Background: an optimization exercise with open tools, aiming at small area. Do not read the settings as production practice.
Only simulation tests tie the RTL to the original design; equivalence was not proved.
Power and IR drop assume default switching activity.

### config.mk
export PLATFORM = sky130hd
export DESIGN_NAME = psfc
export DESIGN_NICKNAME = psfc
export VERILOG_FILES = /design/flow/design.v
export SDC_FILE = /design/flow/constraint.sdc
export NUM_CORES = 4
export LEC_CHECK = 0
export CAP_MARGIN = 30
export CORE_MARGIN = 2
export CORE_UTILIZATION = 38
export CTS_CLUSTER_DIAMETER = 100
export CTS_CLUSTER_SIZE = 20
export PLACE_DENSITY = 0.55
export SLEW_MARGIN = 25
### constraint.sdc
create_clock -name core_clock -period 25.0 [get_ports {clk}]
set_input_delay 5.0000 -clock core_clock [delete_from_list [all_inputs] [get_ports {clk}]]
set_output_delay 5.0000 -clock core_clock [all_outputs]
set_load 0.01 [all_outputs]
### design.v
module psfc (
    input  logic        clk,
    input  logic        rst,
    input  logic [7:0]  bus_addr,
    input  logic        bus_wr,
    input  logic        bus_rd,
    input  logic [31:0] bus_wdata,
    output logic [31:0] bus_rdata,
    output logic        irq,
    output logic [7:0]  tx_data,
    output logic        tx_valid,
    input  logic        tx_ready,
    input  logic [7:0]  rx_data,
    input  logic        rx_valid,
    output logic        rx_ready,
    input  logic        lnk_err
);
    localparam logic [31:0] ID_VALUE = 32'h5053_0001;
    localparam logic [7:0]  SYNC     = 8'hAA;
    localparam logic [1:0] S_IDLE   = 2'd0;
    localparam logic [1:0] S_TX     = 2'd1;
    localparam logic [1:0] S_RX     = 2'd2;
    localparam logic [1:0] S_SETTLE = 2'd3;
    localparam logic [3:0] OP_ENC_RAW  = 4'h1;
    localparam logic [3:0] OP_ENC_NUM  = 4'h2;
    localparam logic [3:0] OP_DECODE   = 4'h3;
    localparam logic [3:0] OP_XFER     = 4'h4;
    localparam logic [3:0] OP_REMOTE   = 4'h5;
    localparam logic [3:0] OP_OUTPUT   = 4'h6;
    localparam logic [3:0] OP_SET_MAXV = 4'h7;
    localparam logic [3:0] OP_SET_IMAX = 4'h8;
    localparam logic [3:0] OP_STATUS   = 4'h9;
    localparam logic [3:0] OP_RAMP     = 4'hA;
    localparam logic [3:0] OP_VALIDATE = 4'hB;
    localparam logic [3:0] OP_UNPACK   = 4'hC;
    localparam logic [2:0] E_NONE     = 3'd0;
    localparam logic [2:0] E_ENCODING = 3'd1;
    localparam logic [2:0] E_FRAME    = 3'd2;
    localparam logic [2:0] E_COMM     = 3'd3;
    localparam logic [2:0] E_NACK     = 3'd4;
    localparam logic [2:0] E_ILLEGAL  = 3'd5;
    localparam logic [2:0] E_ARGUMENT = 3'd6;
    localparam logic [3:0] D_LEN       = 4'd1;
    localparam logic [3:0] D_SYNC      = 4'd2;
    localparam logic [3:0] D_CHK       = 4'd3;
    localparam logic [3:0] D_TIMEOUT   = 4'd4;
    localparam logic [3:0] D_LINK      = 4'd5;
    localparam logic [3:0] D_NACK      = 4'd6;
    localparam logic [3:0] D_PAYLEN    = 4'd7;
    localparam logic [3:0] D_BAD_OP    = 4'd8;
    localparam logic [3:0] D_BAD_SUB   = 4'd9;
    localparam logic [3:0] D_RSVD_BITS = 4'd10;
    localparam logic [3:0] D_BAD_FLAG  = 4'd11;
    localparam logic [3:0] D_ZERO_STEP = 4'd12;
    localparam logic [3:0] D_RANGE     = 4'd13;
    localparam logic [3:0] D_BAD_FIELD = 4'd14;
    localparam logic [5:0] A_ID        = 6'h00;
    localparam logic [5:0] A_CMD       = 6'h01;
    localparam logic [5:0] A_STATUS    = 6'h02;
    localparam logic [5:0] A_CFG       = 6'h03;
    localparam logic [5:0] A_DEV_ADDR  = 6'h04;
    localparam logic [5:0] A_ARG       = 6'h05;
    localparam logic [5:0] A_PAYLEN    = 6'h06;
    localparam logic [5:0] A_RXLEN     = 6'h07;
    localparam logic [5:0] A_RX_TMO    = 6'h08;
    localparam logic [5:0] A_RAMP_FROM = 6'h09;
    localparam logic [5:0] A_RAMP_TO   = 6'h0A;
    localparam logic [5:0] A_RAMP_STEP = 6'h0B;
    localparam logic [5:0] A_RAMP_OFF  = 6'h0C;
    localparam logic [5:0] A_SETTLE    = 6'h0D;
    localparam logic [5:0] A_RAMP_POS  = 6'h0E;
    localparam logic [5:0] A_RAMP_CNT  = 6'h0F;
    localparam logic [5:0] A_ERR_INFO  = 6'h10;
    localparam logic [5:0] A_RESULT    = 6'h11;
    localparam logic [5:0] A_DEC_HDR   = 6'h12;
    localparam logic [5:0] A_DEC_FLAGS = 6'h13;
    localparam logic [5:0] A_CUR_MEAS  = 6'h14;
    localparam logic [5:0] A_VOLT_MEAS = 6'h15;
    localparam logic [5:0] A_IMAX      = 6'h16;
    localparam logic [5:0] A_VMAX      = 6'h17;
    localparam logic [5:0] A_VSET      = 6'h18;
    function automatic logic [4:0] nbytes(input logic [31:0] v);
        if (v[31:24] != 8'd0)      nbytes = 5'd4;
        else if (v[23:16] != 8'd0) nbytes = 5'd3;
        else if (v[15:8] != 8'd0)  nbytes = 5'd2;
        else                       nbytes = 5'd1;
    endfunction
    function automatic logic sub_in_set(input logic [7:0] s);
        sub_in_set = (s == 8'h20) || (s == 8'h21) || (s == 8'h22) ||
               (s == 8'h23) || (s == 8'h24) || (s == 8'h26);
    endfunction
    logic [31:0]  cmd_q;
    logic [1:0]   st;
    logic         done, fv, busy_wr, stray;
    logic [1:0]   cfg;
    logic [7:0]   dev_addr;
    logic [31:0]  arg;
    logic [4:0]   paylen;
    logic [4:0]   rxlen;
    logic [31:0]  rx_timeout;
    logic [31:0]  ramp_from, ramp_to, ramp_step, ramp_offset, settle;
    logic [31:0]  ramp_pos, ramp_cnt;
    logic [3:0]   ei_detail;
    logic [7:0]   ei_sub;
    logic [31:0]  result;
    logic [31:0]  dec_hdr;
    logic [7:0]   chk_calc, chk_rcv;
    logic         chk_ok;
    logic [7:0]   cur_hi;
    logic [31:0]  volt_meas;
    logic [15:0]  imax;
    logic [31:0]  vmax, vset;
    logic [207:0] txbuf;
    logic [207:0] rxbuf;
    logic [175:0] paybuf;
    logic [7:0]   tsum, rsum;        
    logic         pv;                
    logic         rv;                
    logic         dv;                
    logic         cv;                
    logic [4:0]   txidx;
    logic [31:0]  cnt;               
    logic [31:0]  r_c;
    logic         r_final;
    wire [3:0] opr = cmd_q[3:0];
    wire [5:0] wa   = bus_addr[7:2];
    wire       busy = (st != S_IDLE);
    wire       in_x = st[0] ^ st[1];           
    wire addr_is_reg = (wa <= A_VSET) ||
                       (wa >= 6'h20 && wa <= 6'h26) ||
                       (wa >= 6'h28 && wa <= 6'h2E) ||
                       (wa >= 6'h30 && wa <= 6'h35);
    wire host_wr = bus_wr && !busy && (wa != A_STATUS);
    wire accept  = host_wr && (wa == A_CMD);
    wire wr_tx   = host_wr && (wa[5:3] == 3'b100) && (wa[2:0] != 3'd7);
    wire wr_rx   = host_wr && (wa[5:3] == 3'b101) && (wa[2:0] != 3'd7);
    wire [3:0] c_op   = bus_wdata[3:0];
    wire       c_buf  = bus_wdata[4];
    wire [7:0] c_sub  = bus_wdata[15:8];
    wire [4:0] c_off  = bus_wdata[20:16];
    wire [2:0] c_wid  = bus_wdata[23:21];
    wire       c_rsvd = (bus_wdata[7:5] != 3'd0) || (bus_wdata[31:24] != 8'd0);
    wire       c_bad  = (c_op == 4'h0) || (c_op >= 4'hD);
    wire [2:0] err_v;
    logic [31:0] rw [0:63];
    logic        rok [0:63];
    logic [31:0] rd;
    always_comb begin
        for (int i = 0; i < 64; i++) begin rw[i] = 32'd0; rok[i] = 1'b1; end
        rw[A_ID]        = ID_VALUE;
        rw[A_CMD]       = cmd_q;
        rw[A_STATUS]    = {14'd0, stray, busy_wr, 6'd0, st, 1'b0, err_v, 1'b0, fv, done, busy};
        rw[A_CFG]       = {30'd0, cfg};
        rw[A_DEV_ADDR]  = {24'd0, dev_addr};
        rw[A_ARG]       = arg;
        rw[A_PAYLEN]    = {27'd0, paylen};
        rw[A_RXLEN]     = {27'd0, rxlen};
        rw[A_RX_TMO]    = rx_timeout;
        rw[A_RAMP_FROM] = ramp_from;
        rw[A_RAMP_TO]   = ramp_to;
        rw[A_RAMP_STEP] = ramp_step;
        rw[A_RAMP_OFF]  = ramp_offset;
        rw[A_SETTLE]    = settle;
        rw[A_RAMP_POS]  = ramp_pos;                    rok[A_RAMP_POS]  = pv;
        rw[A_RAMP_CNT]  = ramp_cnt;
        rw[A_ERR_INFO]  = {12'd0, (ei_detail != 4'd0) ? opr : 4'd0, ei_sub, 4'd0, ei_detail};
        rw[A_RESULT]    = result;                      rok[A_RESULT]    = rv;
        rw[A_DEC_HDR]   = dec_hdr;                     rok[A_DEC_HDR]   = dv;
        rw[A_DEC_FLAGS] = {13'd0, dv && (dec_hdr[30:24] != 7'd0), dv && (dec_hdr[23:16] == 8'h80),
                           {chk_ok, chk_rcv, chk_calc} & {17{cv}}};
        rw[A_CUR_MEAS]  = {16'd0, cur_hi, dec_hdr[23:16]}; rok[A_CUR_MEAS] = dv;
        rw[A_VOLT_MEAS] = volt_meas;                   rok[A_VOLT_MEAS] = dv;
        rw[A_IMAX]      = {16'd0, imax};               rok[A_IMAX]      = dv;
        rw[A_VMAX]      = vmax;                        rok[A_VMAX]      = dv;
        rw[A_VSET]      = vset;                        rok[A_VSET]      = dv;
        for (int k = 0; k < 6; k++) begin
            rw[6'h20 + k] = txbuf[32*k +: 32];
            rw[6'h28 + k] = rxbuf[32*k +: 32];
        end
        rw[6'h26] = {16'd0, txbuf[207:192]};
        rw[6'h2E] = {16'd0, rxbuf[207:192]};
        for (int k = 0; k < 5; k++) rw[6'h30 + k] = paybuf[32*k +: 32];
        rw[6'h35] = {16'd0, paybuf[175:160]};
        rd = 32'd0;
        for (int i = 0; i < 64; i++)
            rd = rd | (rw[i] & {32{(wa == 6'(i)) && rok[i]}});
    end
    assign bus_rdata = rd;
    logic [2:0] err_c;
    always_comb begin
        case (ei_detail)
            D_LEN:                           err_c = E_FRAME;
            D_SYNC, D_CHK:                   err_c = (opr == OP_RAMP) ? E_COMM : E_FRAME;
            D_TIMEOUT, D_LINK:               err_c = E_COMM;
            D_NACK:                          err_c = E_NACK;
            D_PAYLEN:                        err_c = E_ENCODING;
            D_BAD_OP, D_BAD_SUB, D_RSVD_BITS: err_c = E_ILLEGAL;
            D_BAD_FLAG, D_ZERO_STEP, D_RANGE, D_BAD_FIELD: err_c = E_ARGUMENT;
            default:                         err_c = E_NONE;
        endcase
    end
    assign err_v = err_c;
    wire       rx_store = in_x && (rxlen < 5'd26) && rx_valid;
    wire [4:0] rxlen_nx = rxlen + {4'd0, rx_store};
    wire       rx_last  = (rxlen_nx == 5'd26);
    wire       hwb  = wr_tx || wr_rx;
    wire       hw4  = hwb && (wa[2:0] != 3'd6);
    wire [7:0] nb0  = bus_wdata[7:0]   & {8{hwb}};
    wire [7:0] nb1  = bus_wdata[15:8]  & {8{hw4}};
    wire [7:0] nb2  = bus_wdata[23:16] & {8{hw4}};
    wire [7:0] nb3  = bus_wdata[31:24] & {8{hw4}};
    wire [7:0] ob0  = ~rd[7:0]   & {8{hwb}};
    wire [7:0] ob1  = ~rd[15:8]  & {8{hw4}};
    wire [7:0] ob2  = ~rd[23:16] & {8{hw4}};
    wire [7:0] ob3  = ~rd[31:24] & {8{hw4}};
    wire [7:0] ocor = {5'd0, hw4, 1'b0, hwb && !hw4};    
    wire [7:0] rx_add = (rx_store && rxlen < 5'd25) ? rx_data : 8'd0;
    wire [7:0] sbase  = wr_tx ? tsum : rsum;
    wire [7:0] dc_rcv  = (rx_store && rxlen == 5'd25) ? rx_data : rxbuf[207:200];
    wire       val_tx  = accept && (c_op == OP_VALIDATE) && c_buf;
    wire [7:0] ck_calc = val_tx ? tsum : rsum;
    wire [7:0] ck_rcv  = val_tx ? txbuf[207:200] : dc_rcv;
    wire       ck_eq   = (ck_calc == ck_rcv);
    wire       dc_sync = (rxbuf[7:0] == SYNC);
    wire       dc_chkbad = cfg[0] && !ck_eq;
    wire       dc_ack_ok = (rxbuf[31:24] == 8'h80);
    wire [4:0]   up_off = busy ? txidx : c_off;
    wire         up_tx  = busy || c_buf;
    wire [5:0]   up_end = {1'b0, c_off} + {3'd0, c_wid};
    wire         up_bad = (c_wid == 3'd0) || (c_wid > 3'd4) || (up_end > 6'd26);
    logic [151:0] us16;                                                           
    always_comb begin
        for (int j = 0; j < 19; j++) begin
            if (j < 10 && up_off[4])
                us16[8*j +: 8] = up_tx ? txbuf[8*(j+16) +: 8] : rxbuf[8*(j+16) +: 8];
            else
                us16[8*j +: 8] = up_tx ? txbuf[8*j +: 8] : rxbuf[8*j +: 8];
        end
    end
    wire [87:0]  us8  = up_off[3] ? us16[151:64] : us16[87:0];                     
    wire [55:0]  us4  = up_off[2] ? us8[87:32]   : us8[55:0];                      
    wire [39:0]  us2  = up_off[1] ? us4[55:16]   : us4[39:0];                      
    wire [31:0]  us1  = up_off[0] ? us2[39:8]    : us2[31:0];
    wire [31:0]  up_val = {us1[31:24] & {8{c_wid > 3'd3}},
                           us1[23:16] & {8{c_wid > 3'd2}},
                           us1[15:8]  & {8{c_wid > 3'd1}},
                           us1[7:0]};
    wire cnt_hit = (cnt[31:1] == 31'd0);
    logic x_end, x_fail, x_to_rx;
    logic [3:0] x_det;
    always_comb begin
        x_end = 1'b0; x_fail = 1'b0; x_det = 4'd0; x_to_rx = 1'b0;
        if (in_x) begin
            if (lnk_err) begin
                x_end = 1'b1; x_fail = 1'b1; x_det = D_LINK;
            end else if (st == S_TX) begin
                if (tx_ready && txidx == 5'd25) begin
                    if (rx_last) x_end = 1'b1;
                    else         x_to_rx = 1'b1;
                end
            end else if (rx_last) begin
                x_end = 1'b1;
            end else if (rx_timeout != 32'd0 && cnt_hit) begin
                x_end = 1'b1; x_fail = 1'b1; x_det = D_TIMEOUT;
            end
        end
    end
    wire [31:0] rs_v  = busy ? r_c : ramp_from;    
    wire        rs_up = (ramp_to > ramp_from);
    wire [32:0] rs_r33   = {1'b0, rs_v} + {1'b0, ramp_step ^ {32{!rs_up}}} + {32'd0, !rs_up};
    wire [31:0] rs_r     = rs_r33[31:0];
    wire        rs_final = rs_up ? (rs_r33[32] || rs_r >= ramp_to)
                                 : (!rs_r33[32] || rs_r <= ramp_to);
    wire [31:0] rs_c     = rs_final ? ramp_to : rs_r;
    wire [33:0] rs_w34   = {2'b00, rs_c} + {{2{ramp_offset[31]}}, ramp_offset};
    wire        rs_range = rs_w34[33] || rs_w34[32];
    wire [31:0] rs_w     = rs_w34[31:0];
    logic       fin;
    logic [3:0] fin_det;
    logic       do_build, do_start, dec_len_fail, do_dec, dec_good, do_val, do_unpack;
    logic       ramp_acc, do_rstep, ramp_rec, go_settle;
    always_comb begin
        fin = 1'b0; fin_det = 4'd0;
        do_build = 1'b0; do_start = 1'b0;
        dec_len_fail = 1'b0; do_dec = 1'b0; dec_good = 1'b0;
        do_val = 1'b0; do_unpack = 1'b0;
        ramp_acc = 1'b0; do_rstep = 1'b0; ramp_rec = 1'b0; go_settle = 1'b0;
        if (accept) begin
            fin = 1'b1;
            if (c_bad) begin
                fin_det = D_BAD_OP;
            end else if (c_rsvd) begin
                fin_det = D_RSVD_BITS;
            end else begin
                case (c_op)
                    OP_ENC_RAW: begin
                        if (!sub_in_set(c_sub))  fin_det = D_BAD_SUB;
                        else if (paylen > 5'd22) fin_det = D_PAYLEN;
                        else                     do_build = 1'b1;
                    end
                    OP_ENC_NUM: begin
                        if (!sub_in_set(c_sub)) fin_det = D_BAD_SUB;
                        else                    do_build = 1'b1;
                    end
                    OP_DECODE: begin
                        if (rxlen != 5'd26) begin
                            dec_len_fail = 1'b1; fin_det = D_LEN;
                        end else begin
                            do_dec = 1'b1;
                            if (!dc_sync)       fin_det = D_SYNC;
                            else if (dc_chkbad) fin_det = D_CHK;
                            else                dec_good = 1'b1;
                        end
                    end
                    OP_XFER: begin
                        fin = 1'b0; do_start = 1'b1;
                    end
                    OP_REMOTE, OP_OUTPUT: begin
                        if (arg[31:1] != 31'd0) fin_det = D_BAD_FLAG;
                        else begin fin = 1'b0; do_build = 1'b1; do_start = 1'b1; end
                    end
                    OP_SET_MAXV, OP_SET_IMAX, OP_STATUS: begin
                        fin = 1'b0; do_build = 1'b1; do_start = 1'b1;
                    end
                    OP_RAMP: begin
                        ramp_acc = 1'b1;
                        if (ramp_from == ramp_to) ;
                        else if (ramp_step == 32'd0) fin_det = D_ZERO_STEP;
                        else begin
                            do_rstep = 1'b1;
                            if (rs_range) fin_det = D_RANGE;
                            else begin fin = 1'b0; do_build = 1'b1; do_start = 1'b1; end
                        end
                    end
                    OP_VALIDATE: do_val = 1'b1;
                    OP_UNPACK: begin
                        if (up_bad) fin_det = D_BAD_FIELD;
                        else        do_unpack = 1'b1;
                    end
                    default: ;
                endcase
            end
        end else if (x_end) begin
            if (x_fail) begin
                fin = 1'b1; fin_det = x_det;
            end else if (opr == OP_XFER) begin
                fin = 1'b1;
            end else begin
                do_dec = 1'b1;
                if (!dc_sync) begin
                    fin = 1'b1; fin_det = D_SYNC;
                end else if (dc_chkbad) begin
                    fin = 1'b1; fin_det = D_CHK;
                end else begin
                    dec_good = 1'b1;
                    if (opr != OP_STATUS && !dc_ack_ok) begin
                        fin = 1'b1; fin_det = D_NACK;
                    end else if (opr != OP_RAMP) begin
                        fin = 1'b1;
                    end else begin
                        ramp_rec = 1'b1;
                        if (settle != 32'd0) go_settle = 1'b1;
                        else if (r_final)    fin = 1'b1;
                        else                 do_rstep = 1'b1;
                    end
                end
            end
        end else if (st == S_SETTLE && cnt_hit) begin
            if (r_final) fin = 1'b1;
            else         do_rstep = 1'b1;
        end
        if (do_rstep && !accept) begin
            if (rs_range) begin
                fin = 1'b1; fin_det = D_RANGE;
            end else begin
                do_build = 1'b1; do_start = 1'b1;
            end
        end
    end
    wire [3:0] cur_op = busy ? opr : c_op;
    logic [7:0] op_sub;
    always_comb begin
        case (cur_op)
            OP_ENC_RAW, OP_ENC_NUM: op_sub = c_sub;
            OP_XFER:     op_sub = txbuf[23:16];
            OP_REMOTE:   op_sub = 8'h20;
            OP_OUTPUT:   op_sub = 8'h21;
            OP_SET_MAXV: op_sub = 8'h22;
            OP_SET_IMAX: op_sub = 8'h24;
            OP_STATUS:   op_sub = 8'h26;
            OP_RAMP:     op_sub = 8'h23;
            default:     op_sub = 8'h00;
        endcase
    end
    wire [7:0] fin_sub = (accept && (c_bad || c_rsvd)) ? 8'd0 : op_sub;
    wire is_raw = accept && (c_op == OP_ENC_RAW);
    wire [31:0] lo32 = busy ? rs_w :
                       (c_op == OP_RAMP) ? rs_w :
                       (c_op == OP_STATUS) ? 32'd0 : arg;
    logic [175:0] bld_pay;
    always_comb begin
        for (int i = 0; i < 22; i++) begin
            if (i < 4)
                bld_pay[8*i +: 8] = (paybuf[8*i +: 8] & {8{is_raw && !rst && (5'(i) < paylen)}}) | lo32g[8*i +: 8];
            else
                bld_pay[8*i +: 8] = paybuf[8*i +: 8] & {8{is_raw && !rst && (5'(i) < paylen)}};
        end
    end
    wire [31:0] lo32g = lo32 & {32{do_build && !is_raw && !rst}};
    wire [4:0] bld_len = (!busy && c_op == OP_STATUS) ? 5'd0 : nbytes(lo32);
    wire        t_bld = do_build;
    logic [7:0] tsumo;
    always_comb begin
        tsumo = (t_bld ? SYNC : sbase)
              + (t_bld ? dev_addr : (nb0 | rx_add))
              + (t_bld ? op_sub : nb1)
              + (bld_pay[7:0]   | (nb2 & {8{!t_bld}}))
              + (bld_pay[15:8]  | (nb3 & {8{!t_bld}}))
              + (bld_pay[23:16] | (ob0 & {8{!t_bld}}))
              + (bld_pay[31:24] | (ob1 & {8{!t_bld}}))
              + (bld_pay[39:32] | (ob2  & {8{!t_bld}}))
              + (bld_pay[47:40] | (ob3  & {8{!t_bld}}))
              + (bld_pay[55:48] | (ocor & {8{!t_bld}}));
        for (int i = 7; i < 22; i++) tsumo = tsumo + bld_pay[8*i +: 8];
    end
    wire [7:0] bld_chk = tsumo;
    wire [7:0] snext   = tsumo;
    wire        nrst  = !rst;
    wire        clr   = rst || do_start;                
    wire [31:0] wz    = bus_wdata & {32{nrst}};
    wire [31:0] wzc   = bus_wdata & {32{!clr}};
    wire [31:0] wz500 = (bus_wdata & {32{nrst}}) | (32'd500 & {32{rst}});
    wire        build_q = do_build && nrst;
    wire        pay_q   = do_build && !is_raw && nrst;
    wire [31:0] wzp   = bus_wdata & {32{!(rst || pay_q)}};
    wire [31:0] wzb   = bus_wdata & {32{nrst && !do_build}};
    wire        rx_store_q = rx_store && !clr;
    wire [31:0] rx_col = rx_store_q ? {4{rx_data}} : wzc;     
    wire        w1c   = bus_wr && (wa == A_STATUS);
    wire hw_cfg  = host_wr && (wa == A_CFG);
    wire hw_dev  = host_wr && (wa == A_DEV_ADDR);
    wire hw_arg  = host_wr && (wa == A_ARG);
    wire hw_pln  = host_wr && (wa == A_PAYLEN);
    wire hw_rln  = host_wr && (wa == A_RXLEN);
    wire hw_tmo  = host_wr && (wa == A_RX_TMO);
    wire hw_from = host_wr && (wa == A_RAMP_FROM);
    wire hw_to   = host_wr && (wa == A_RAMP_TO);
    wire hw_step = host_wr && (wa == A_RAMP_STEP);
    wire hw_off  = host_wr && (wa == A_RAMP_OFF);
    wire hw_set  = host_wr && (wa == A_SETTLE);
    logic [1:0] st_nx;
    always_comb begin
        st_nx = st;
        if (do_start)       st_nx = S_TX;
        else if (fin)       st_nx = S_IDLE;
        else if (go_settle) st_nx = S_SETTLE;
        else if (x_to_rx)   st_nx = S_RX;
    end
    always_ff @(posedge clk) begin
        st      <= st_nx & {2{nrst}};
        done    <= nrst && (fin || (done && !accept && !(w1c && bus_wdata[1])));
        busy_wr <= nrst && ((bus_wr && busy && !w1c && addr_is_reg) ||
                            (busy_wr && !(w1c && bus_wdata[16])));
        stray   <= nrst && ((rx_valid && !rx_store) || (stray && !(w1c && bus_wdata[17])));
        if (rst || dec_len_fail || do_dec) fv <= dec_good && nrst;
        if (rst || accept)  cmd_q       <= wz;
        if (rst || hw_cfg)  cfg         <= wz[1:0];
        if (rst || hw_dev)  dev_addr    <= wz[7:0];
        if (rst || hw_arg)  arg         <= wz;
        if (rst || hw_tmo)  rx_timeout  <= wz;
        if (rst || hw_from) ramp_from   <= wz;
        if (rst || hw_to)   ramp_to     <= wz;
        if (rst || hw_step) ramp_step   <= wz500;
        if (rst || hw_off)  ramp_offset <= wz;
        if (rst || hw_set)  settle      <= wz;
        if (rst || hw_pln || pay_q) paylen <= pay_q ? bld_len : wz[4:0];
        if (clr || hw_rln || rx_store) rxlen <= (rx_store && !clr) ? rxlen_nx : wzc[4:0];
        pv <= nrst && (pv || ramp_acc);
        rv <= nrst && (rv || do_unpack);
        dv <= nrst && (dv || dec_good);
        cv <= nrst && (cv || do_dec || do_val);
        if (ramp_acc || ramp_rec) ramp_pos <= rs_v;
        ramp_cnt <= (ramp_cnt + {31'd0, ramp_rec}) & {32{!(rst || ramp_acc)}};
        if (rst || accept || fin) begin
            ei_detail <= fin_det & {4{nrst}};
            ei_sub    <= fin_sub & {8{nrst && (fin_det != 4'd0)}};
        end
        if (do_unpack) result <= up_val;
        if (dec_good) begin
            dec_hdr   <= {rxbuf[79:72], rxbuf[31:24], rxbuf[23:16], rxbuf[15:8]};
            cur_hi    <= rxbuf[39:32];
            volt_meas <= rxbuf[71:40];
            imax      <= rxbuf[95:80];
            vmax      <= rxbuf[127:96];
            vset      <= rxbuf[159:128];
        end
        if (do_dec || do_val) begin
            chk_calc <= ck_calc;
            chk_rcv  <= ck_rcv;
            chk_ok   <= ck_eq;
        end
        if (rst || wr_tx || build_q) tsum <= tsumo & {8{nrst}};
        if (clr || wr_rx || rx_store) rsum <= snext & {8{!clr}};
    end
    wire [207:0] bld_frame = {bld_chk, bld_pay, op_sub, dev_addr, SYNC};
    wire [207:0] bq_mask = {{8{build_q}}, 176'h0, {24{build_q}}} | {8'h0, {176{1'b1}}, 24'h0};
    genvar gk;
    generate
        for (gk = 0; gk < 7; gk++) begin : g_word
            localparam int W = (gk == 6) ? 16 : 32;
            wire tx_we = rst || build_q || (wr_tx && wa[2:0] == 3'(gk));
            always_ff @(posedge clk)
                if (tx_we) txbuf[32*gk +: W] <= (bld_frame[32*gk +: W] & bq_mask[32*gk +: W]) | wzb[W-1:0];
        end
        for (gk = 0; gk < 26; gk++) begin : g_rxbyte
            wire st_i = rx_store && (rxlen == 5'(gk));
            wire rx_we = clr || st_i || (wr_rx && wa[2:0] == 3'(gk / 4));
            always_ff @(posedge clk)
                if (rx_we) rxbuf[8*gk +: 8] <= rx_col[8*(gk % 4) +: 8];
        end
        for (gk = 0; gk < 6; gk++) begin : g_payword
            localparam int W = (gk == 5) ? 16 : 32;
            wire pb_we = rst || pay_q || (host_wr && wa == 6'h30 + 6'(gk));
            if (gk == 0) begin : g_lo
                always_ff @(posedge clk)
                    if (pb_we) paybuf[31:0] <= lo32g | wzp;
            end else begin : g_hi
                always_ff @(posedge clk)
                    if (pb_we) paybuf[32*gk +: W] <= wzp[W-1:0];
            end
        end
    endgenerate
    always_ff @(posedge clk) begin
        if (do_start)                                txidx <= 5'd0;
        else if (st == S_TX && tx_ready && !lnk_err) txidx <= txidx + 5'd1;
        if (go_settle)       cnt <= settle;
        else if (st == S_TX) cnt <= rx_timeout;
        else                 cnt <= cnt - 32'd1;
        if (do_rstep) begin
            r_c     <= rs_c;
            r_final <= rs_final;
        end
    end
    assign irq      = done && cfg[1];
    assign tx_valid = (st == S_TX);
    assign tx_data  = us1[7:0];
    assign rx_ready = 1'b1;
    wire unused_rd = bus_rd;
endmodule
### run.sh
#!/bin/bash
# synth_recipe.tcl (not shown) runs the flow's synth.tcl, then flattens the netlist and writes it again
# the make line also repeats each setting of config.mk as NAME=value (left out here)
make -C /OpenROAD-flow-scripts/flow DESIGN_CONFIG=/design/flow/config.mk WORK_HOME=/design/flow/orfs CLKGATE_MAP_FILE= SYNTH_SCRIPT=/design/flow/synth_recipe.tcl finish
==> impl_metrics.ini, run 1 <==
[placement]
routabilityCongestion = 1.14
post_dp_cell_area_mm2 = 0.0747
portBuffers = 93
dp_hpwl_um = 389000

[synthesis]
ys_ff_latch = 1241
synth_area_mm2 = 0.0686
syn_avg_cell_area_um2 = 11.4
synth-main-ff-cell = edfxtp_1
synthCells = 5996
synth_cell_types = 91
yosysSeqAreaShare_pct = 53.2
syn-num-nets = 6355
synth-edff-count = 1163
async_flop_share_pct = 0
synth_warnings = 21

[finish]
reg_top3 = rxbuf (208), txbuf (208), paybuf (176)
syn_to_final_growth_pct = 13.0
utilization_pct = 43.3
layout-drive-gt1-share_pct = 13.7
num-fill-cells = 16976
nets = 6531
post-route-cell-area_mm2 = 0.0775

[floorplanning]
num_rows = 155
core-area_mm2 = 0.179
start_util_pct = 38.3
io_pins = 98
dieArea_mm2 = 0.184
die_w_um = 429
dieHeight_um = 429

[timing]
holdWs_ns = 0.472
drv_slew = 0
skew_ns = 0.0484
grt_setup_unrepaired = false
slew_headroom_pct = 9.01
hold_viol_final = 0
fmax_ghz = 0.0444
finalCritPeriodShare_pct = 90.0
layout_min_cycle_time_ns = 22.51
setup_viol = 0
tightest_slew_ns = 1.36
tns_ns = 0

[worst_setup_path]
start_kind = flip-flop
end_kind = flip-flop
critical_path.slowest_cell = o21ai_2
arrival_ns = 23.01
worst-r2r-setup-slack_ns = 2.49
critical_path.max_fanout = 32
regToRegStartpoint = ramp_from[25]
required_ns = 25.50
max_stage_delay_ns = 0.88
reg2reg_to = tsum[7]
rr_worst_depth = 76
critPathKind = flip-flop to flip-flop

[cts]
cts_tree = built
cts_buffers = 75
cts.clk_slew.worst_paths_ns = 0.10
numClockSinks = 1241
ctsHtreeMaxLevel = 3
hold_buffers = 0
clk-insertion-delay-late_ns = 0.79
cts-root-buf = clkbuf_16
clockBufferDepth = 3
cts_resized = 0
cts_setup_buffers = 0

[detailed_routing]
drt_wl_total_um = 519000
antenna_left = 0
initialDrtViolationCount = 14255
wire_per_inst_um = 59.9
vias_per_cell = 7.74
drcViolationCount = 0
via_count = 67093
first_pass_iters = 10

[outcome]
status = timing/DRC/antenna clean

[grt]
grt_max_degree = 67
gr-total-overflow = 0
grtUsageTotal_pct = 54.7
grt_pass1_wl_um = 641000
grt_pass1_vias = 57347
antenna_found_initial = 87

[power_and_ir_drop]
ir_worst_vdd_uv = 72.5
pwr_density_cell_mw_per_mm2 = 71.3
p_leak_nw = 28.3

[hold_path]
hold_path.class = flip-flop to flip-flop
worstHoldEndpoint = rv
whs_path_depth = 1
min-delay-start = rv

[flow_run]
drv_cap = 0
synthesized netlist by cell type, types with 13 or more instances:
library cell  instances  area (um2)
and3_1               86         538
o21bai_1             13        97.6
edfxtp_1           1163       34900
clkbuf_1            283        1060
ha_1                160        2000
a22oi_1             337        2530
mux2i_1              49         490
xor2_1               70         613
a222oi_1             33         330
and2_1              152         951
nand3_1             143         716
o211ai_1             55         413
a21oi_1             328        1640
nor2b_1              68         425
xnor2_1             126        1100
fa_1                144        2880
a22o_1               89         780
a21o_1               54         405
or2_2                88         551
nand2b_1             77         482
mux2_2               75         845
a31oi_1              58         363
o21ai_0             250        1250
a221oi_1             91         797
nor3_1               68         340
mux4_2               80        1800
nand4_1             130         813
or3_1                25         156
inv_1               286        1070
buf_1                42         158
a211oi_1             67         503
nand2_1             630        2360
o21a_1               47         353
nor2_1              288        1080
dfxtp_1              78        1560
nor4_1               65         407
metal layers:
metal  share of wire, %  GRT usage, %  wire length [um]
met1                 35          63.7            180000
met2                 37          69.0            191000
met3                 19          37.4             98000
met4                9.3          39.6             48300
met5               0.42          7.65              2180
worst max-delay path by stage:
stage | to | slack [ns] | startpoint | cells past startpoint
after floorplan | txbuf[207] | 7.73 | ramp_to[21] | 72
after global placement | tsum[7] | 2.22 | ramp_from[25] | 74
after detailed placement | tsum[7] | 2.93 | ramp_from[25] | 75
after CTS | tsum[7] | 2.79 | ramp_from[25] | 75
after global routing | tsum[7] | 2.00 | ramp_from[25] | 76
final | tsum[7] | 2.49 | ramp_from[25] | 76
power breakdown:
part / internal, W / switching (W)
Combinational: 0.000487 / 0.000988
Sequential: 0.00242 / 0.000201
Clock: 0.000614 / 0.000819
cells in the final DEF (no fill, tap or decap), types with 80 or more instances in the layout:
cell type	instances
a21oi_1	314
ha_1	158
fa_1	144
a22o_1	89
o21ai_0	220
xnor2_1	125
or2_2	88
clkdlybuf4s50_1	91
a221oi_1	90
buf_4	310
a22oi_1	337
nand3_1	141
nand4_1	130
nand2_1	615
and3_1	82
diode_2	97
edfxtp_1	1163
inv_1	286
nor2_1	261
mux4_2	80
and2_1	141
stage by stage:
step / worst slack, ns / cells / total power, W
after global routing: 2.00 / 8584 / 0.00558
after floorplan: 7.73 / 5996 / 0.00330
final: 2.49 / 8665 / 0.00553
after detailed placement: 2.93 / 8432 / 0.00402
after global placement: 2.22 / 8412 / 0.00401
after CTS: 2.79 / 8550 / 0.00539
logic make-up after synthesis:
| kind of cell | after synthesis | share of synthesized area, % |
|---|---|---|
| mux | 205 | 4.59 |
| flops | 1241 | 53.2 |
| buf+inv | 625 | 3.49 |
| fa+ha+maj | 304 | 7.12 |
| xor+xnor | 200 | 2.64 |
| other cells | 1 | 0.00547 |
| compound gates | 1509 | 14.9 |
| simple gates | 1911 | 14.0 |
critical path: cells and delay by family, from the launching register on:
family                     cells  cell delay [ns]
AOI/OAI and AO/OA             33             9.43
adders and majority gates     13             5.66
and+or+nand+nor                7             1.16
muxes                          1             0.26
buffers and inverters         13             2.19
xor gates and xnor gates       9             2.66
DFF                            1             0.75
cell type report:
cell class                      count  area, um2  share of cell area, %
Sequential cell                  1241      36500                   47.1
Multi-Input combinational cell   4130      30600                   39.5
Timing Repair Buffer              438       3850                   4.97
Tap cell                         2355       2950                   3.80
Clock buffer                      103       2100                   2.70
Inverter                          286       1070                   1.39
Antenna cell                       97        243                  0.313
Clock inverter                     15        160                  0.207
==> run 2: changes to the inputs <==
--- a/design.v
+++ b/design.v
@@ -428,14 +428,12 @@
     wire        nrst  = !rst;
     wire        clr   = rst || do_start;                
     wire [31:0] wz    = bus_wdata & {32{nrst}};
-    wire [31:0] wzc   = bus_wdata & {32{!clr}};
+    wire [31:0] wzx   = bus_wdata & {32{nrst && !do_build && !do_start}};
     wire [31:0] wz500 = (bus_wdata & {32{nrst}}) | (32'd500 & {32{rst}});
     wire        build_q = do_build && nrst;
     wire        pay_q   = do_build && !is_raw && nrst;
-    wire [31:0] wzp   = bus_wdata & {32{!(rst || pay_q)}};
-    wire [31:0] wzb   = bus_wdata & {32{nrst && !do_build}};
     wire        rx_store_q = rx_store && !clr;
-    wire [31:0] rx_col = rx_store_q ? {4{rx_data}} : wzc;     
+    wire [31:0] rx_col = rx_store_q ? {4{rx_data}} : wzx;     
     wire        w1c   = bus_wr && (wa == A_STATUS);
     wire hw_cfg  = host_wr && (wa == A_CFG);
     wire hw_dev  = host_wr && (wa == A_DEV_ADDR);
@@ -474,7 +472,7 @@
         if (rst || hw_off)  ramp_offset <= wz;
         if (rst || hw_set)  settle      <= wz;
         if (rst || hw_pln || pay_q) paylen <= pay_q ? bld_len : wz[4:0];
-        if (clr || hw_rln || rx_store) rxlen <= (rx_store && !clr) ? rxlen_nx : wzc[4:0];
+        if (clr || hw_rln || rx_store) rxlen <= (rx_store && !clr) ? rxlen_nx : wzx[4:0];
         pv <= nrst && (pv || ramp_acc);
         rv <= nrst && (rv || do_unpack);
         dv <= nrst && (dv || dec_good);
@@ -510,7 +508,7 @@
             localparam int W = (gk == 6) ? 16 : 32;
             wire tx_we = rst || build_q || (wr_tx && wa[2:0] == 3'(gk));
             always_ff @(posedge clk)
-                if (tx_we) txbuf[32*gk +: W] <= (bld_frame[32*gk +: W] & bq_mask[32*gk +: W]) | wzb[W-1:0];
+                if (tx_we) txbuf[32*gk +: W] <= (bld_frame[32*gk +: W] & bq_mask[32*gk +: W]) | wzx[W-1:0];
         end
         for (gk = 0; gk < 26; gk++) begin : g_rxbyte
             wire st_i = rx_store && (rxlen == 5'(gk));
@@ -523,10 +521,10 @@
             wire pb_we = rst || pay_q || (host_wr && wa == 6'h30 + 6'(gk));
             if (gk == 0) begin : g_lo
                 always_ff @(posedge clk)
-                    if (pb_we) paybuf[31:0] <= lo32g | wzp;
+                    if (pb_we) paybuf[31:0] <= lo32g | wzx;
             end else begin : g_hi
                 always_ff @(posedge clk)
-                    if (pb_we) paybuf[32*gk +: W] <= wzp[W-1:0];
+                    if (pb_we) paybuf[32*gk +: W] <= wzx[W-1:0];
             end
         end
     endgenerate
--- a/config.mk
+++ b/config.mk
@@ -7,8 +7,8 @@
 export LEC_CHECK = 0
 export CAP_MARGIN = 30
 export CORE_MARGIN = 2
-export CORE_UTILIZATION = 38
+export CORE_UTILIZATION = 36
 export CTS_CLUSTER_DIAMETER = 100
 export CTS_CLUSTER_SIZE = 20
-export PLACE_DENSITY = 0.55
+export PLACE_DENSITY = 0.5
 export SLEW_MARGIN = 25
==> run 2 against run 1 <==
Highest routed layer unchanged. Largest power group unchanged. Clock power about the same. Cell count decreased by 0.40%. Setup slack got worse by 1.2 ns. Routed wire length decreased by 1.3%. Via count decreased by 5.7%. Flip-flop and latch count unchanged. Synthesized area decreased by 0.81%. Still clean on timing, DRC and antenna. Non-clock buffer count decreased by 46.
==> impl_metrics.ini, run 2 <==
[outcome]
status = timing/DRC/antenna clean

[cts]
cts_resized = 0
cts_buffers = 78
cts_tree = built
cts_setup_buffers = 0
clockBufferDepth = 3
hold_buffers = 0
clk-insertion-delay-late_ns = 0.81
ctsHtreeMaxLevel = 3
cts-root-buf = clkbuf_16
numClockSinks = 1241
cts.clk_slew.worst_paths_ns = 0.10

[finish]
final_cell_mix = 1163 x edfxtp_1, 658 x nand2_1, 283 x inv_1
layout-drive-gt1-share_pct = 14.3
final_common_cell = edfxtp_1
post-route-cell-area_mm2 = 0.0769
nets = 6384
syn_to_final_growth_pct = 13.1
instances_no_fill = 8630
reg_top3 = rxbuf (208), txbuf (208), paybuf (176)

[grt]
grt_pass1_wl_um = 631000
grt_max_degree = 81
grtUsageTotal_pct = 52.0
gr-total-overflow = 0
antenna_found_initial = 107
grt_pass1_vias = 55454

[synthesis]
async_flop_share_pct = 0
synth_area_mm2 = 0.0680
synth.area.top_cells = edfxtp_1 51%, fa_1 4.2%, nand2_1 3.7%
synth-main-ff-cell = edfxtp_1
yosysTopAreaCell = edfxtp_1
synth_most_common_cell = edfxtp_1
synth_cell_types = 87
yosysSeqAreaShare_pct = 53.6
syn_avg_cell_area_um2 = 11.6
synth_warnings = 21
synth_common_cells = 1163 x edfxtp_1, 674 x nand2_1, 316 x nor2_1, 283 x inv_1, 281 x a22oi_1
synthCells = 5858
synth-edff-count = 1163
syn-num-nets = 6217
ys_ff_latch = 1241
synth.top_cell.area_share_pct = 51.3

[timing]
grt_setup_unrepaired = false
hold_viol_final = 0
holdWs_ns = 0.474
setup_slack_ns = 1.32
drv_slew = 0
skew_ns = 0.0565
slew_headroom_pct = 16.4
fmax_ghz = 0.0422
finalCritPeriodShare_pct = 94.7
tightest_slew_ns = 1.25
tns_ns = 0
setup_viol = 0
layout_min_cycle_time_ns = 23.68

[worst_setup_path]
start_kind = flip-flop
end_kind = flip-flop
crit_top_cell = a21oi_1
worst-path-buf-inv = 9
crit_family = compound AO/OA/AOI/OAI gates
regToRegStartpoint = ramp_from[21]
arrival_ns = 24.29
worst-r2r-setup-slack_ns = 1.32
critPathKind = flip-flop to flip-flop
max_stage_delay_ns = 0.79
reg2reg_to = txbuf[207]
rr_worst_depth = 75
critical_path.slowest_cell = edfxtp_1
critical_path.max_fanout = 33
required_ns = 25.62

[placement]
placedCellCount = 8422
post_dp_cell_area_mm2 = 0.0741
place_ws_ns = 1.90
portBuffers = 93
routabilityCongestion = 1.09
dp_hpwl_um = 389000

[detailed_routing]
vias_per_cell = 7.33
initialDrtViolationCount = 13789
drt_wl_total_um = 512000
first_pass_iters = 10
via_count = 63285
antenna_left = 0
drcViolationCount = 0
wire_per_inst_um = 59.4

[floorplanning]
start_util_pct = 36.2
dieHeight_um = 439
num_rows = 159
die_w_um = 439
core-area_mm2 = 0.188
dieArea_mm2 = 0.192
io_pins = 98

[power_and_ir_drop]
ir_worst_vdd_uv = 98.4
pwr_density_cell_mw_per_mm2 = 70.5
p_leak_nw = 28.0

[hold_path]
hold_path.class = flip-flop to flip-flop
worstHoldEndpoint = cv
min-delay-start = cv
whs_path_depth = 2

[flow_run]
drv_cap = 0
run 2: changes by cell type in the layout (fill, tap and decap cells not counted), moves of 34 or more:
| cell | previous run | this run |
|---|---|---|
| a21oi_1 | 314 | 238 |
| a221oi_1 | 90 | 131 |
| a22o_1 | 89 | 146 |
| a22oi_1 | 337 | 280 |
| and3_1 | 82 | 45 |
| buf_4 | 310 | 266 |
| nand2_1 | 615 | 658 |
| nand2b_1 | 76 | 42 |
run 2: report_power, final:
group | total [W] | internal [W] | switching (W) | leakage, nW
Clock | 0.00145 | 0.000610 | 0.000843 | 1.15
Combinational | 0.00133 | 0.000436 | 0.000898 | 14.8
Sequential | 0.00264 | 0.00242 | 0.000222 | 12.0
run 2: final cells by class:
| class | instances | area (um2) |
|---|---|---|
| antenna | 66 | 165 |
| clock buffer | 99 | 2090 |
| clock inverter | 25 | 260 |
| fill | 18066 | 111000 |
| inverter | 284 | 1070 |
| multi-input combinational | 4028 | 30200 |
| sequential | 1241 | 36500 |
| tap | 2495 | 3120 |
| timing repair buffer | 392 | 3520 |
run 2: worst max-delay path by stage:
stage	start	cells after the start	slack, ns	endpoint
after floorplan	ramp_to[31]	73	8.09	txbuf[207]
after global placement	ramp_to[18]	73	1.80	txbuf[207]
after detailed placement	ramp_from[21]	75	1.90	txbuf[207]
after CTS	ramp_from[21]	75	1.80	txbuf[207]
after global routing	ramp_from[21]	75	0.85	txbuf[207]
final	ramp_from[21]	75	1.32	txbuf[207]
run 2: tightest hold or removal path, delay by kind of cell, from the launching register on:
family	cells	cell delay (ns)
flip-flops	1	0.33
AND/OR/NAND/NOR	2	0.11
run 2: kinds of logic after synthesis:
family                   after synthesis  synth area share (%)
adder cells (fa/ha/maj)              305                  7.20
multiplexers                         231                  5.11
flip-flops                          1241                  53.6
XOR/XNOR                             210                  2.72
other                                  1               0.00551
buffers and inverters                589                  3.33
AND/OR/NAND/NOR                     1846                  13.2
AO/OA/AOI/OAI                       1435                  14.8
run 2: metrics by stage:
stage / util (%) / power, W
finish: 41.0 / 0.00542
global route: 40.9 / 0.00549
CTS: 40.7 / 0.00532
detailed placement: 39.5 / 0.00392
global placement: 39.3 / 0.00392
floorplan: - / 0.00322
run 2: metal layers:
layer / wire [um] / vias up / GRT usage, %
met3: 84700 / 1483 / 27.8
met5: 1070 / - / 3.13
met4: 48100 / 30 / 39.7
met1: 180000 / 32648 / 62.2
met2: 199000 / 6570 / 69.3
li1: - / 22554 / -
==> run 3: changes to the inputs <==
--- a/design.v
+++ b/design.v
@@ -412,15 +412,15 @@
     logic [7:0] tsumo;
     always_comb begin
         tsumo = (t_bld ? SYNC : sbase)
-              + (t_bld ? dev_addr : (nb0 | rx_add))
-              + (t_bld ? op_sub : nb1)
-              + (bld_pay[7:0]   | (nb2 & {8{!t_bld}}))
-              + (bld_pay[15:8]  | (nb3 & {8{!t_bld}}))
-              + (bld_pay[23:16] | (ob0 & {8{!t_bld}}))
-              + (bld_pay[31:24] | (ob1 & {8{!t_bld}}))
-              + (bld_pay[39:32] | (ob2  & {8{!t_bld}}))
-              + (bld_pay[47:40] | (ob3  & {8{!t_bld}}))
-              + (bld_pay[55:48] | (ocor & {8{!t_bld}}));
+              + ((dev_addr & {8{t_bld}}) | nb0 | rx_add)
+              + ((op_sub & {8{t_bld}}) | nb1)
+              + (bld_pay[7:0]   | nb2)
+              + (bld_pay[15:8]  | nb3)
+              + (bld_pay[23:16] | ob0)
+              + (bld_pay[31:24] | ob1)
+              + (bld_pay[39:32] | ob2)
+              + (bld_pay[47:40] | ob3)
+              + (bld_pay[55:48] | ocor);
         for (int i = 7; i < 22; i++) tsumo = tsumo + bld_pay[8*i +: 8];
     end
     wire [7:0] bld_chk = tsumo;
@@ -428,12 +428,12 @@
     wire        nrst  = !rst;
     wire        clr   = rst || do_start;                
     wire [31:0] wz    = bus_wdata & {32{nrst}};
-    wire [31:0] wzx   = bus_wdata & {32{nrst && !do_build && !do_start}};
+    wire [31:0] wzx   = bus_wdata & {32{nrst && host_wr && !accept}};
     wire [31:0] wz500 = (bus_wdata & {32{nrst}}) | (32'd500 & {32{rst}});
     wire        build_q = do_build && nrst;
     wire        pay_q   = do_build && !is_raw && nrst;
     wire        rx_store_q = rx_store && !clr;
-    wire [31:0] rx_col = rx_store_q ? {4{rx_data}} : wzx;     
+    wire [31:0] rx_col = ({4{rx_data}} & {32{rx_store_q}}) | wzx;     
     wire        w1c   = bus_wr && (wa == A_STATUS);
     wire hw_cfg  = host_wr && (wa == A_CFG);
     wire hw_dev  = host_wr && (wa == A_DEV_ADDR);
==> run 3 against run 2 <==
Critical path depth unchanged. Cell count increased by 0.45%. Total power increased by 1.5%. Sequential share of layout area increased by 0.23 points.
==> impl_metrics.ini, run 3 <==
[timing]
finalCritPeriodShare_pct = 89.9
fmax_ghz = 0.0445
setup_viol = 0
drv_slew = 0
tightest_slew_ns = 1.27
hold_viol_final = 0
setup_slack_ns = 2.52
tns_ns = 0
slew_headroom_pct = 15.1
layout_min_cycle_time_ns = 22.48
skew_ns = 0.0532
grt_setup_unrepaired = false

[worst_setup_path]
crit_family = compound AO/OA/AOI/OAI gates
max_stage_delay_ns = 0.83
end_kind = flip-flop
critical_path.slowest_cell = nand2_1
worst-path-buf-inv = 9
crit_top_cell = a21oi_1
start_kind = flip-flop
required_ns = 25.47
critical_path.max_fanout = 33
critPathKind = flip-flop to flip-flop
arrival_ns = 22.96

[synthesis]
synth-main-ff-cell = edfxtp_1
ys_ff_latch = 1241
syn-num-nets = 6232
synth_area_mm2 = 0.0678
synth-edff-count = 1163
async_flop_share_pct = 0
synth_warnings = 21
synthCells = 5873
synth_cell_types = 102
yosysSeqAreaShare_pct = 53.8
synth_most_common_cell = edfxtp_1
synth.area.top_cells = edfxtp_1 51%, fa_1 4.2%, nand2_1 4.0%
yosysTopAreaCell = edfxtp_1
syn_avg_cell_area_um2 = 11.6
synth_common_cells = 1163 x edfxtp_1, 730 x nand2_1, 363 x a22oi_1, 298 x nor2_1, 285 x inv_1
synth.top_cell.area_share_pct = 51.5

[detailed_routing]
vias_per_cell = 7.26
antenna_left = 0
first_pass_iters = 9
wire_per_inst_um = 58.5
drt_wl_total_um = 507000
initialDrtViolationCount = 13323
drcViolationCount = 0
via_count = 62948

[finish]
nets = 6403
post-route-cell-area_mm2 = 0.0765
layout-drive-gt1-share_pct = 13.7
final_common_cell = edfxtp_1
syn_to_final_growth_pct = 12.8
final_cell_mix = 1163 x edfxtp_1, 721 x nand2_1, 362 x a22oi_1
reg_top3 = rxbuf (208), txbuf (208), paybuf (176)

[placement]
portBuffers = 93
routabilityCongestion = 1.08
post_dp_cell_area_mm2 = 0.0739
dp_hpwl_um = 383000
place_ws_ns = 3.22

[grt]
grt_max_degree = 100
grt_pass1_vias = 55551
antenna_found_initial = 94
gr-total-overflow = 0
grtUsageTotal_pct = 51.7
grt_pass1_wl_um = 628000

[cts]
cts_tree = built
cts.clk_slew.worst_paths_ns = 0.10
cts_setup_buffers = 0
cts_resized = 0
clk-insertion-delay-late_ns = 0.79
clockBufferDepth = 3
cts-root-buf = clkbuf_16
numClockSinks = 1241
ctsHtreeMaxLevel = 3
cts_buffers = 77
hold_buffers = 0

[power_and_ir_drop]
pwr_density_cell_mw_per_mm2 = 71.9
p_leak_nw = 28.1
ir_worst_vdd_uv = 141
power.total_w = 0.00550

[floorplanning]
dieHeight_um = 438
dieArea_mm2 = 0.192
core-area_mm2 = 0.188
start_util_pct = 36.2
die_w_um = 438
num_rows = 159
io_pins = 98

[hold_path]
hold_path.class = flip-flop to flip-flop

[flow_run]
drv_cap = 0

[outcome]
status = timing/DRC/antenna clean
-- run 3: cell types whose count changed after synthesis, sizes merged, moves of 25 or more --
cell,change
a22o,-46
mux2,-30
clkbuf,-28
a21oi,+25
a22oi,+82
nand2,+57
a221oi,-30
nand4,-29
-- run 3: where the power goes --
group          internal [W]  switching (W)  leakage, nW
clock              0.000614       0.000838         1.12
combinational      0.000471       0.000953         14.7
sequential          0.00242       0.000212         12.2
-- run 3: area by class of cell --
class,instances,area (um2)
sequential,1241,36500
inverter,285,1070
antenna,80,200
clock buffer,108,2110
tap,2495,3120
clock inverter,21,221
timing repair buffer,392,3350
fill,18124,111000
multi-input combinational,4047,30000
-- run 3: metal layers --
metal  up-vias  global-route usage, %  part of all wire [%]
met3      1489                   26.6                    16
li1      22596                      -                     -
met5         -                   1.04                  0.14
met4        40                   36.4                   8.5
met2      6291                   70.1                    40
met1     32532                   62.6                    36
-- run 3: cell families (layout without fill, tap and decap cells) --
group / Yosys count / in the layout / share of synthesized area [%]
and+or+nand+nor: 1869 / 1869 / 13.4
AOI/OAI and AO/OA: 1466 / 1466 / 15.0
DFF: 1241 / 1241 / 53.8
buffers and inverters: 585 / 806 / 3.33
adders and majority gates: 305 / 305 / 7.22
xor gates and xnor gates: 211 / 211 / 2.76
muxes: 195 / 195 / 4.49
other: 1 / 81 / 0.00553
-- run 3: through the flow --
step / instances / hold slack (ns) / util (%)
floorplan: 5873 / 0.432 / -
detailed placement: 8451 / 0.462 / 39.4
finish: 8669 / 0.471 / 40.8
CTS: 8580 / 0.471 / 40.7
global placement: 8434 / 0.457 / 39.3
global route: 8594 / 0.479 / 40.7
-- run 3: path summary, 6_finish.rpt --
check	end	slack, ns	cells past startpoint	start
worst max-delay path	txbuf[207]	2.52	75	ramp_to[25]
worst min-delay path	vmax[24]	0.47	0	rxbuf[120]
worst max register to register	txbuf[207]	2.52	75	ramp_to[25]
worst min register to register	vmax[24]	0.47	0	rxbuf[120]
==> run 4: changes to the inputs <==
--- a/config.mk
+++ b/config.mk
@@ -8,7 +8,7 @@
 export CAP_MARGIN = 30
 export CORE_MARGIN = 2
 export CORE_UTILIZATION = 36
-export CTS_CLUSTER_DIAMETER = 100
+export CTS_CLUSTER_DIAMETER = 120
 export CTS_CLUSTER_SIZE = 20
 export PLACE_DENSITY = 0.5
 export SLEW_MARGIN = 25
==> run 4 against run 3 <==
Sequential power about the same. Synthesized area unchanged. Total power down 1.6%. Critical path type unchanged. Critical endpoint unchanged.
==> impl_metrics.ini, run 4 <==
[outcome]
status = timing/DRC/antenna clean

[synthesis]
synth_most_common_cell = edfxtp_1
synth_common_cells = 1163 x edfxtp_1, 730 x nand2_1, 363 x a22oi_1, 298 x nor2_1, 285 x inv_1
synth.top_cell.area_share_pct = 51.5
synth_area_mm2 = 0.0678
async_flop_share_pct = 0
synth-edff-count = 1163
ys_ff_latch = 1241
synth_warnings = 21
synth_cell_types = 102
syn-num-nets = 6232
yosysTopAreaCell = edfxtp_1
synth.area.top_cells = edfxtp_1 51%, fa_1 4.2%, nand2_1 4.0%
syn_avg_cell_area_um2 = 11.6
yosysSeqAreaShare_pct = 53.8
synthCells = 5873
synth-main-ff-cell = edfxtp_1

[floorplanning]
io_pins = 98
die_w_um = 438
start_util_pct = 36.2
num_rows = 159
dieHeight_um = 438
dieArea_mm2 = 0.192
core-area_mm2 = 0.188

[worst_setup_path]
crit_top_cell = a21oi_1
worst-path-buf-inv = 3
required_ns = 25.48
reg2reg_to = txbuf[207]
worst-r2r-setup-slack_ns = 2.51
rr_worst_depth = 70
crit_family = compound AO/OA/AOI/OAI gates
arrival_ns = 22.97
max_stage_delay_ns = 0.89
start_kind = flip-flop
critical_path.slowest_cell = fa_1
critical_path.max_fanout = 33
critPathKind = flip-flop to flip-flop
regToRegStartpoint = ramp_to[25]
end_kind = flip-flop

[cts]
hold_buffers = 0
ctsHtreeMaxLevel = 3
clk-insertion-delay-late_ns = 0.80
numClockSinks = 1241
cts.clk_slew.worst_paths_ns = 0.10
cts_buffers = 72
cts_setup_buffers = 0
clockBufferDepth = 3
cts_tree = built
cts_resized = 0
cts-root-buf = clkbuf_16

[placement]
placedCellCount = 8451
routabilityCongestion = 1.08
dp_hpwl_um = 383000
portBuffers = 93
place_ws_ns = 3.22

[detailed_routing]
initialDrtViolationCount = 13225
drcViolationCount = 0
vias_per_cell = 7.27
wire_per_inst_um = 58.6
first_pass_iters = 11
drt_wl_total_um = 507000
via_count = 62865
antenna_left = 0

[timing]
grt_setup_unrepaired = false
skew_ns = 0.0718
tns_ns = 0
setup_slack_ns = 2.51
fmax_ghz = 0.0445
finalCritPeriodShare_pct = 90.0
tightest_slew_ns = 1.38
slew_headroom_pct = 6.86
hold_viol_final = 0
drv_slew = 0
setup_viol = 0
layout_min_cycle_time_ns = 22.49

[power_and_ir_drop]
power.total_w = 0.00542
pwr-share-seq_pct = 48.5
clkPwrFrac_pct = 25.2
p_leak_nw = 27.9
ir_worst_vdd_uv = 139
p_int_w = 0.00345
p_comb_share_pct = 26.3
p_sw_w = 0.00197
pwr_density_cell_mw_per_mm2 = 71.1
swShare_pct = 36.4

[grt]
grt_max_degree = 100
grt_pass1_vias = 55516
grt_pass1_wl_um = 628000
gr-total-overflow = 0
antenna_found_initial = 94
grtUsageTotal_pct = 51.6

[hold_path]
min-delay-start = rxbuf[104]
hold_path.class = flip-flop to flip-flop
whs_path_depth = 0
worstHoldEndpoint = vmax[8]

[finish]
syn_to_final_growth_pct = 12.4
reg_top3 = rxbuf (208), txbuf (208), paybuf (176)
final_cell_mix = 1163 x edfxtp_1, 721 x nand2_1, 362 x a22oi_1
nets = 6396
layout-drive-gt1-share_pct = 13.3
final_common_cell = edfxtp_1
instances_no_fill = 8647

[flow_run]
drv_cap = 0
[run 4: cell type report]
class	instances	area, um2
Antenna cell	74	185
Clock buffer	109	1960
Inverter	285	1070
Fill cell	18138	111000
Timing Repair Buffer	390	3340
Sequential cell	1241	36500
Clock inverter	6	88.8
Tap cell	2495	3120
Multi-Input combinational cell	4047	30000
[run 4: how the worst max path moves through the flow]
| stage | to | cells after the start | slack (ns) | from |
|---|---|---|---|---|
| CTS | txbuf[207] | 75 | 3.13 | ramp_to[25] |
| detailed placement | txbuf[207] | 75 | 3.22 | ramp_to[25] |
| global placement | txbuf[207] | 70 | 3.30 | ramp_to[25] |
| global route | txbuf[207] | 76 | 2.25 | ramp_from[9] |
| finish | txbuf[207] | 70 | 2.51 | ramp_to[25] |
| floorplan | cur_hi[0] | 13 | 6.43 | rx_valid |
[run 4: cell families (layout without fill, tap and decap cells)]
| group | after synthesis | in the layout | share of synthesized area (%) |
|---|---|---|---|
| AO/OA/AOI/OAI | 1466 | 1466 | 15.0 |
| AND/OR/NAND/NOR | 1869 | 1869 | 13.4 |
| other | 1 | 75 | 0.00553 |
| flip-flops | 1241 | 1241 | 53.8 |
| buffers and inverters | 585 | 790 | 3.33 |
| XOR/XNOR | 211 | 211 | 2.76 |
| adder cells (fa/ha/maj) | 305 | 305 | 7.22 |
| multiplexers | 195 | 195 | 4.49 |
[run 4: metrics by stage]
step	hold slack [ns]	util [%]	cell area [um2]
6_report	0.492	40.6	76200
5_1_grt	0.500	40.6	76100
4_1_cts	0.486	40.5	76000
3_5_place_dp	0.462	39.4	73900
3_3_place_gp	0.457	39.3	73600
2_1_floorplan	0.432	-	67800
[run 4: power groups by stage]
stage / clock [W] / combinational [W] / sequential (W)
2_1_floorplan: 0 / 0.000769 / 0.00252
3_3_place_gp: 0 / 0.00136 / 0.00265
3_5_place_dp: 0 / 0.00137 / 0.00265
4_1_cts: 0.00135 / 0.00138 / 0.00260
5_1_grt: 0.00141 / 0.00148 / 0.00262
6_report: 0.00137 / 0.00142 / 0.00263
[run 4: worst reg2reg max path, delay by kind of cell, from the launching register on]
family / cells / cell delay (ns)
xor gates and xnor gates: 13 / 4.51
buffers and inverters: 3 / 0.68
AOI/OAI and AO/OA: 31 / 7.88
DFF: 1 / 0.83
and+or+nand+nor: 11 / 2.72
adders and majority gates: 11 / 5.19
muxes: 1 / 0.39
[run 4: per-layer routing]
metal / routed length [um] / vias to the layer above / global-route usage, %
li1: - / 22549 / -
met5: 614 / - / 0.993
met4: 43800 / 46 / 36.1
met2: 201000 / 6200 / 70.2
met3: 79500 / 1507 / 26.7
met1: 182000 / 32563 / 62.5
==> run 5: changes to the inputs <==
--- a/config.mk
+++ b/config.mk
@@ -8,7 +8,7 @@
 export CAP_MARGIN = 30
 export CORE_MARGIN = 2
 export CORE_UTILIZATION = 36
-export CTS_CLUSTER_DIAMETER = 120
+export CTS_CLUSTER_DIAMETER = 150
 export CTS_CLUSTER_SIZE = 20
 export PLACE_DENSITY = 0.5
 export SLEW_MARGIN = 25
==> run 5 against run 4 <==
Die area is the same. Sequential power is essentially flat. Global-route usage is essentially flat. Synthesized area is the same. Register-to-register slack lost 0.07 ns. Count of clock-buffer cells in the layout grew 3. Combinational power is essentially flat. Sequential share of layout area is essentially flat. First-iteration DRC count shrank 2.4%. Critical endpoint unchanged.
==> impl_metrics.ini, run 5 <==
[worst_setup_path]
rr_worst_depth = 70
max_stage_delay_ns = 0.88
critPathKind = flip-flop to flip-flop
critical_path.slowest_cell = fa_1
arrival_ns = 23.05
start_kind = flip-flop
end_kind = flip-flop
crit_top_cell = a21oi_1
critical_path.max_fanout = 33
required_ns = 25.49

[grt]
antenna_found_initial = 95
gr-total-overflow = 0
grt_pass1_wl_um = 628000
grt_max_degree = 100
grt_pass1_vias = 55550
grtUsageTotal_pct = 51.6

[floorplanning]
num_rows = 159
dieArea_mm2 = 0.192
io_pins = 98
start_util_pct = 36.2
core-area_mm2 = 0.188
die_w_um = 438
dieHeight_um = 438

[detailed_routing]
wire_per_inst_um = 58.6
antenna_left = 0
via_count = 62574
drt_wl_total_um = 507000
vias_per_cell = 7.23
first_pass_iters = 7
initialDrtViolationCount = 12902
drcViolationCount = 0

[finish]
layout-drive-gt1-share_pct = 13.3
reg_top3 = rxbuf (208), txbuf (208), paybuf (176)
utilization_pct = 40.7
seq_area_mm2 = 0.0365
instances_no_fill = 8657
multi_input_area_mm2 = 0.0300
syn_to_final_growth_pct = 12.5
final_cell_mix = 1163 x edfxtp_1, 721 x nand2_1, 362 x a22oi_1
nets = 6396
num-fill-cells = 18106
final_common_cell = edfxtp_1

[flow_run]
drv_cap = 0

[timing]
tns_ns = 0
skew_ns = 0.0570
slew_headroom_pct = 11.4
setup_viol = 0
finalCritPeriodShare_pct = 90.2
drv_slew = 0
fmax_ghz = 0.0443
tightest_slew_ns = 1.33
grt_setup_unrepaired = false
hold_viol_final = 0
layout_min_cycle_time_ns = 22.56

[synthesis]
synth.top_cell.area_share_pct = 51.5
synth_area_mm2 = 0.0678
synth-main-ff-cell = edfxtp_1
synthCells = 5873
synth-edff-count = 1163
synth_warnings = 21
synth_most_common_cell = edfxtp_1
yosysTopAreaCell = edfxtp_1
ys_ff_latch = 1241
synth_cell_types = 102
yosysSeqAreaShare_pct = 53.8
syn-num-nets = 6232
synth_common_cells = 1163 x edfxtp_1, 730 x nand2_1, 363 x a22oi_1, 298 x nor2_1, 285 x inv_1
syn_avg_cell_area_um2 = 11.6
async_flop_share_pct = 0
synth.area.top_cells = edfxtp_1 51%, fa_1 4.2%, nand2_1 4.0%

[placement]
dp_hpwl_um = 383000
portBuffers = 93
routabilityCongestion = 1.08
placedCellCount = 8451

[cts]
clk-insertion-delay-late_ns = 0.79
cts_setup_buffers = 0
hold_buffers = 0
cts-root-buf = clkbuf_16
cts_buffers = 72
cts_tree = built
cts_resized = 0
ctsHtreeMaxLevel = 3
cts.clk_slew.worst_paths_ns = 0.11
clockBufferDepth = 3
numClockSinks = 1241

[outcome]
status = timing/DRC/antenna clean

[power_and_ir_drop]
pwr_density_cell_mw_per_mm2 = 71.1
p_leak_nw = 28.0
ir_worst_vdd_uv = 137

[hold_path]
hold_path.class = flip-flop to flip-flop
whs_path_depth = 0
-- run 5: cell counts after synthesis --
No cell type changed its count.
-- run 5: worst max-delay path: cells and delay by family, from the launching register on --
kind | cells | cell delay (ns)
simple gates | 11 | 2.64
compound gates | 31 | 7.90
fa+ha+maj | 11 | 5.20
mux | 1 | 0.39
buf+inv | 3 | 0.67
xor+xnor | 13 | 4.54
flops | 1 | 0.77
-- run 5: metrics by stage --
stage	hold slack, ns	power (W)	area (um2)	worst slack, ns
final	0.471	0.00543	76300	2.44
after global routing	0.498	0.00551	76100	2.22
after CTS	0.482	0.00534	76000	3.13
after detailed placement	0.462	0.00402	73900	3.22
after global placement	0.457	0.00401	73600	3.30
after floorplan	0.432	0.00329	67800	6.43
-- run 5: final cells by class --
class | instances | area share [%]
sequential | 1241 | 47.8
clock inverter | 6 | 0.107
multi-input combinational | 4047 | 39.3
timing repair buffer | 390 | 4.38
tap | 2495 | 4.09
inverter | 285 | 1.40
clock buffer | 112 | 2.61
antenna | 81 | 0.266
-- run 5: kinds of logic (layout without fill, tap and decap cells) --
logic type | Yosys count | after routing | share of synthesized area [%]
buffers and inverters | 585 | 793 | 3.33
DFF | 1241 | 1241 | 53.8
other | 1 | 82 | 0.00553
AOI/OAI and AO/OA | 1466 | 1466 | 15.0
muxes | 195 | 195 | 4.49
adders and majority gates | 305 | 305 | 7.22
and+or+nand+nor | 1869 | 1869 | 13.4
xor gates and xnor gates | 211 | 211 | 2.76
-- run 5: worst paths after layout --
| path | slack (ns) | startpoint | end |
|---|---|---|---|
| setup / recovery | 2.44 | ramp_to[25] | txbuf[207] |
| hold / removal | 0.47 | rxbuf[104] | vmax[8] |
| setup reg to reg | 2.44 | ramp_to[25] | txbuf[207] |
| hold reg to reg | 0.47 | rxbuf[104] | vmax[8] |
-- run 5: layer usage --
layer	track usage (%)	up-vias	wire length, um
met3	27.0	1444	79500
met5	1.54	-	671
li1	-	22571	-
met1	62.1	32308	182000
met4	36.0	49	43700
met2	70.3	6202	201000
-- run 5: report_power, final --
group | leakage, nW | switching (W) | total, W | internal [W]
registers | 12.2 | 0.000211 | 0.00263 | 0.00242
logic | 14.7 | 0.000954 | 0.00142 | 0.000471
clock network | 0.996 | 0.000805 | 0.00137 | 0.000568

-- port drivers added, routing unchanged --
How much do the figures lean on ideal ports? The routed layouts below were timed once more, with nothing changed but the port constraints. Step 1 (the two cells are an assumption about what drives the block):
set clk [get_ports {clk}]
set_driving_cell -lib_cell sky130_fd_sc_hd__clkbuf_16 $clk
set_driving_cell -lib_cell sky130_fd_sc_hd__buf_2 [delete_from_list [all_inputs] $clk]
Step 2 times the ports against the registers' clock, not the clock port: input delays grow and output delays shrink by t, the midpoint of the rising clock arrivals with the driver on. a / b / c = ideal / step 1 / step 2; a / b = the first two.
| run | t, ns | slack for setup (ns) | hold WS [ns] | slew at the worst register clock pin (ns) |
|---|---|---|---|---|
| run 1 | 0.851 | 2.491 / 2.491 / 2.491 | 0.472 / 0.472 / 0.472 | 0.11 / 0.11 |
| run 2 | 0.875 | 1.323 / 1.323 / 1.323 | 0.474 / 0.474 / 0.474 | 0.11 / 0.11 |
| run 3 | 0.863 | 2.516 / 2.516 / 2.516 | 0.471 / 0.471 / 0.471 | 0.11 / 0.11 |
| run 4 | 0.855 | 2.511 / 2.511 / 2.511 | 0.492 / 0.492 / 0.492 | 0.11 / 0.11 |
| run 5 | 0.849 | 2.440 / 2.440 / 2.440 | 0.471 / 0.471 / 0.471 | 0.12 / 0.12 |
After both steps every run listed still meets setup and hold.
